Background: an optimization exercise with open tools, aiming at small area, a short achievable clock period and few clock cycles per item. Do not read the settings as production practice. Power is estimated from default activity; no workload was simulated.

v6:
==> module ad5934_freq_encoder, before the edit <==
module ad5934_freq_encoder (
    input  wire        clk,
    input  wire        rst,         
    input  wire        in_valid,
    output wire        in_ready,
    input  wire [31:0] in_freq,
    input  wire [31:0] in_fclk,
    output reg         out_valid,
    output wire [23:0] out_code,
    output wire        out_err
);
    reg         busy;        
    reg  [4:0]  cnt;         
    reg         err;         
    reg  [32:0] tr;          
    reg         neg;         
    reg  [23:0] qs;          
    assign in_ready = busy && (err || cnt == 5'd24);
    assign out_code = err ? 24'd0 : qs;
    assign out_err  = err;
    wire        rneg = tr[32] ^ neg;
    wire [32:0] a    = busy ? {tr[31:0] ^ {32{tr[32]}}, qs[23] ^ rneg}
                            : {1'b0, in_freq[24:0], in_fclk[31:25]};
    wire [32:0] b    = ~{1'b0, in_fclk};
    wire [32:0] p0   = a ^ b;
    wire [32:0] g0   = (a & b) | {32'd0, p0[0]};
    wire [32:0] gl [0:6];
    wire [32:0] pl [0:6];
    assign gl[0] = g0;
    assign pl[0] = p0;
    genvar l, i;
    generate
        for (l = 0; l < 6; l = l + 1) begin : lvl
            for (i = 0; i < 33; i = i + 1) begin : bitl
                if ((i >> l) & 1) begin : comb
                    localparam integer J = ((i >> l) << l) - 1;
                    assign gl[l+1][i] = gl[l][i] | (pl[l][i] & gl[l][J]);
                    assign pl[l+1][i] = pl[l][i] & pl[l][J];
                end else begin : pass
                    assign gl[l+1][i] = gl[l][i];
                    assign pl[l+1][i] = pl[l][i];
                end
            end
        end
    endgenerate
    wire [32:0] s    = p0 ^ {gl[6][31:0], 1'b1};
    wire        nneg = busy & rneg;
    wire        qbit = ~(s[32] ^ nneg);
    always @(posedge clk) begin
        tr  <= s;
        neg <= nneg;
        if (!busy) begin
            qs  <= in_fclk[24:1];
            err <= (|in_freq[31:25]) | qbit;
            cnt <= 5'd1;
        end else begin
            qs  <= {qs[22:0], qbit};
            cnt <= cnt + 5'd1;
        end
        if (rst) begin
            busy      <= 1'b0;
            out_valid <= 1'b0;
        end else begin
            out_valid <= in_ready && in_valid;
            if (!busy)
                busy <= in_valid;
            else if (in_ready && in_valid)
                busy <= 1'b0;
        end
    end
endmodule
clock: 5.0 ns
lec_check: 0
cap_margin: 20
core_margin: 2
core_utilization: 40
cts_buf_list: sky130_fd_sc_hd__clkbuf_4 sky130_fd_sc_hd__clkbuf_8
place_density: 0.6
setup_slack_margin: 1.5
slew_margin: 20
standard.sh (not shown) runs the stock make flow with config.mk's settings and CLKGATE_MAP_FILE= SYNTH_SCRIPT=/design/flow/synth_recipe.tcl, a recipe that flattens the netlist after the stock synthesis.
==> flow/flow/run.sh <==
#!/bin/bash
# The standard layout (the standard.sh: standard synthesis, floorplan,
# placement, CTS, routing), with the port buffers that placement inserts on
# every input and output made plain sky130 buffers instead of the default
# delay-buffer cell. Each tool's output is kept in its own log here.
set -euo pipefail
export BUFFER_PORTS_ARGS="-buffer_cell sky130_fd_sc_hd__buf_1"
bash standard.sh > standard_make.log 2>&1
> inputs changed (v6 -> v7)
==> flow/design.v <==
module ad5934_freq_encoder (
    input  wire        clk,
    input  wire        rst,         
    input  wire        in_valid,
    output wire        in_ready,
    input  wire [31:0] in_freq,
    input  wire [31:0] in_fclk,
    output reg         out_valid,
    output wire [23:0] out_code,
    output wire        out_err
);
    reg         busy;        
    reg         idle;        
    reg  [4:0]  cnt;         
    reg         err;         
    reg  [32:0] rem;         
    reg  [23:0] qs;          
    assign in_ready = busy && (err || cnt == 5'd24);
    assign out_code = err ? 24'd0 : qs;
    assign out_err  = err;
    wire [32:0] a    = idle ? {1'b0, in_freq[24:0], in_fclk[31:25]}
                            : {rem[31:0], qs[23]};
    wire        sub  = idle | ~rem[32];
    wire [32:0] b    = {33{sub}} ^ {1'b0, in_fclk};
    wire [32:0] p0   = a ^ b;
    wire [32:0] g0   = (a & b) | {32'd0, p0[0] & sub};
    wire [32:0] gl [0:6];
    wire [32:0] pl [0:6];
    assign gl[0] = g0;
    assign pl[0] = p0;
    genvar l, i;
    generate
        for (l = 0; l < 6; l = l + 1) begin : lvl
            for (i = 0; i < 33; i = i + 1) begin : bitl
                if ((i >> l) & 1) begin : comb
                    localparam integer J = ((i >> l) << l) - 1;
                    assign gl[l+1][i] = gl[l][i] | (pl[l][i] & gl[l][J]);
                    assign pl[l+1][i] = pl[l][i] & pl[l][J];
                end else begin : pass
                    assign gl[l+1][i] = gl[l][i];
                    assign pl[l+1][i] = pl[l][i];
                end
            end
        end
    endgenerate
    wire [32:0] sum  = p0 ^ {gl[6][31:0], sub};
    wire        qbit = ~sum[32];
    always @(posedge clk) begin
        rem <= sum;
        if (!busy) begin
            qs  <= in_fclk[24:1];
            err <= (|in_freq[31:25]) | qbit;
            cnt <= 5'd1;
        end else begin
            qs  <= {qs[22:0], qbit};
            cnt <= cnt + 5'd1;
        end
        if (rst) begin
            busy      <= 1'b0;
            idle      <= 1'b1;
            out_valid <= 1'b0;
        end else begin
            out_valid <= in_ready && in_valid;
            if (!busy) begin
                busy <= in_valid;
                idle <= ~in_valid;
            end else if (in_ready && in_valid) begin
                busy <= 1'b0;
                idle <= 1'b1;
            end
        end
    end
endmodule
Relative to v6, the average cell area after synthesis measured on v7 has increased by more than 10%.
v6 consumes more power than v7.
| count of cells along the worst register-to-register path | v7 vs v6 | 4 lower |
v7 vs. v6: first-pass GRT wire length decreased about 3%; number of clock-tree buffers in the layout increased 5; clock network power share decreased 1.2 points; distinct cell type count after synthesis decreased about 2%.
Re maximum number of pins on one net before global-route repair: v7 is about 6% down on v6.
Re area of the core: v6 was lower than v7.
When v7 is measured against v6, its post-synthesis sequential area ratio turns out 0.35 points lower.
Measured against each other, v6 and v7 differ in post-detailed-placement half-perimeter wirelength, the lower figure coming from v7.
In summary, v7 completed successfully, with a layout that passed the timing, DRC and antenna checks.
On fraction of the mapped netlist area in compound gates: between v6 and v7, it ends up higher for v6.
No functional check of the RTL was part of any run of this note.

---

Setup of the baseline:
ad5934_freq_encoder, a different RTL version from the one above (not shown whole).
For scale: roughly 410 cells after synthesis, ~65 flip-flops, roughly 94 I/O pins, ~3900 sq um of cells after synthesis.
==> module ad5934_freq_encoder, before the edit <==
module ad5934_freq_encoder (
    input  wire        clk,
    input  wire        rst,         
    input  wire        in_valid,
    output wire        in_ready,
    input  wire [31:0] in_freq,
    input  wire [31:0] in_fclk,
    output reg         out_valid,
    output wire [23:0] out_code,
    output wire        out_err
);
    reg         busy;        
    reg  [4:0]  cnt;         
    reg         err;         
    reg  [32:0] rem;         
    reg  [23:0] qs;          
    assign in_ready = busy && (err || cnt == 5'd24);
    assign out_code = qs;
    assign out_err  = err;
    wire [32:0] a    = busy ? {rem[31:0], qs[23]}
                            : {1'b0, in_freq[24:0], in_fclk[31:25]};
    wire        sub  = ~busy | ~rem[32];
    wire [32:0] b    = {33{sub}} ^ {1'b0, in_fclk};
    wire [32:0] p0   = a ^ b;
    wire [32:0] g0   = (a & b) | {32'd0, p0[0] & sub};
    wire [32:0] gl [0:6];
    wire [32:0] pl [0:6];
    assign gl[0] = g0;
    assign pl[0] = p0;
    genvar l, i;
    generate
        for (l = 0; l < 6; l = l + 1) begin : lvl
            for (i = 0; i < 33; i = i + 1) begin : bitl
                if ((i >> l) & 1) begin : comb
                    localparam integer J = ((i >> l) << l) - 1;
                    assign gl[l+1][i] = gl[l][i] | (pl[l][i] & gl[l][J]);
                    assign pl[l+1][i] = pl[l][i] & pl[l][J];
                end else begin : pass
                    assign gl[l+1][i] = gl[l][i];
                    assign pl[l+1][i] = pl[l][i];
                end
            end
        end
    endgenerate
    wire [32:0] sum  = p0 ^ {gl[6][31:0], sub};
    wire        qbit = ~sum[32];
    always @(posedge clk) begin
        rem <= sum;
        if (!busy) begin
            qs  <= in_fclk[24:1];
            err <= (|in_freq[31:25]) | qbit;
            cnt <= 5'd1;
        end else begin
            qs  <= err ? 24'd0 : {qs[22:0], qbit};
            cnt <= cnt + 5'd1;
        end
        if (rst) begin
            busy      <= 1'b0;
            out_valid <= 1'b0;
        end else begin
            out_valid <= in_ready && in_valid;
            if (!busy)
                busy <= in_valid;
            else if (in_ready && in_valid)
                busy <= 1'b0;
        end
    end
endmodule
export LEC_CHECK = 0
export CAP_MARGIN = 20
export CORE_MARGIN = 2
export CORE_UTILIZATION = 40
export CTS_BUF_LIST = sky130_fd_sc_hd__clkbuf_4 sky130_fd_sc_hd__clkbuf_8
export PLACE_DENSITY = 0.6
export SETUP_SLACK_MARGIN = 1.5
export SLEW_MARGIN = 20
create_clock -name core_clock -period 5.0 [get_ports {clk}]
Scripts as last shown in full above: flow/flow/run.sh
#### Input delta (the candidate over the baseline)
==> flow/design.v <==
module ad5934_freq_encoder (
    input  wire        clk,
    input  wire        rst,         
    input  wire        in_valid,
    output wire        in_ready,
    input  wire [31:0] in_freq,
    input  wire [31:0] in_fclk,
    output reg         out_valid,
    output wire [23:0] out_code,
    output wire        out_err
);
    reg         busy;        
    reg         idle;        
    reg  [4:0]  cnt;         
    reg         err;         
    reg  [32:0] rem;         
    reg  [23:0] qs;          
    assign in_ready = busy && (err || cnt == 5'd0);
    assign out_code = err ? 24'd0 : qs;
    assign out_err  = err;
    wire        nbit = in_fclk[cnt + 5'd1];
    wire [32:0] a    = idle ? {1'b0, in_freq[24:0], in_fclk[31:25]}
                            : {rem[31:0], nbit};
    wire        sub  = idle | ~rem[32];
    wire [32:0] b    = {33{sub}} ^ {1'b0, in_fclk};
    wire [32:0] p0   = a ^ b;
    wire [32:0] g0   = (a & b) | {32'd0, p0[0] & sub};
    wire [32:0] gl [0:6];
    wire [32:0] pl [0:6];
    assign gl[0] = g0;
    assign pl[0] = p0;
    genvar l, i;
    generate
        for (l = 0; l < 6; l = l + 1) begin : lvl
            for (i = 0; i < 33; i = i + 1) begin : bitl
                if ((i >> l) & 1) begin : comb
                    localparam integer J = ((i >> l) << l) - 1;
                    assign gl[l+1][i] = gl[l][i] | (pl[l][i] & gl[l][J]);
                    assign pl[l+1][i] = pl[l][i] & pl[l][J];
                end else begin : pass
                    assign gl[l+1][i] = gl[l][i];
                    assign pl[l+1][i] = pl[l][i];
                end
            end
        end
    endgenerate
    wire [32:0] sum  = p0 ^ {gl[6][31:0], sub};
    wire        qbit = ~sum[32];
    always @(posedge clk) begin
        rem <= sum;
        qs <= {qs[22:0], qbit};
        if (!busy) begin
            err <= (|in_freq[31:25]) | qbit;
            cnt <= 5'd23;
        end else begin
            cnt <= cnt - 5'd1;
        end
        if (rst) begin
            busy      <= 1'b0;
            idle      <= 1'b1;
            out_valid <= 1'b0;
        end else begin
            out_valid <= in_ready && in_valid;
            if (!busy) begin
                busy <= in_valid;
                idle <= ~in_valid;
            end else if (in_ready && in_valid) begin
                busy <= 1'b0;
                idle <= 1'b1;
            end
        end
    end
endmodule
- The baseline -> the candidate: maximum clock rate decreased by more than 10%
- Looking at worst relative slew slack, the candidate sits 22 points below the baseline.
- When the candidate is set beside the baseline, its sequential cell area turns out to be 1.3% larger.
- Comparing the candidate and the baseline, the higher power share of the clock group is on the baseline.
- Delta (the candidate minus the baseline): design area now larger, leakage power total up about 4.3%, final wirelength went up by about 3.5%.
- The candidate ended up with in_fclk[22] as its worst setup path startpoint; the baseline ended up with busy.
- Delta (the candidate minus the baseline): non-clock buffer total of the final layout now sits higher; area after synthesis rose 4.0%; total power after layout moved up.
No run of this note included a check of the RTL's function; only the layout flow was run.

## afterwards: timing with drivers on the ports
The flow's constraints put no driver on any port. The routed layouts listed below were extracted and timed again, unchanged, in two steps. Step 1: set_driving_cell puts a clkbuf_16 on clk and a buf_2 on each other input, an assumption about the parent block. Step 2 moves the port delays by t, midway between the first and last clock arrival at a register: inputs arrive t later, outputs are due t later. That takes back most of the time a late clock gives input paths. Slacks: ideal ports / drivers / drivers and shift; pairs: ideal ports / drivers.
run	t (ns)	setup WS [ns]	hold WS [ns]	worst slew at a driven data input, ns
v6	0.389	1.549 / 1.549 / 1.189	0.433 / 0.433 / 0.433	0.04
v7	0.375	1.745 / 1.757 / 1.382	0.439 / 0.439 / 0.439	0.04
the baseline	0.372	1.659 / 1.659 / 1.296	0.430 / 0.430 / 0.430	0.04
the candidate	0.375	0.577 / 0.581 / 0.206	0.346 / 0.346 / 0.346	0.06
After both steps every run listed still meets setup and hold. The setup slack of the candidate, which loses most, moves by +0.004 ns with the drivers and by -0.371 ns with both steps.
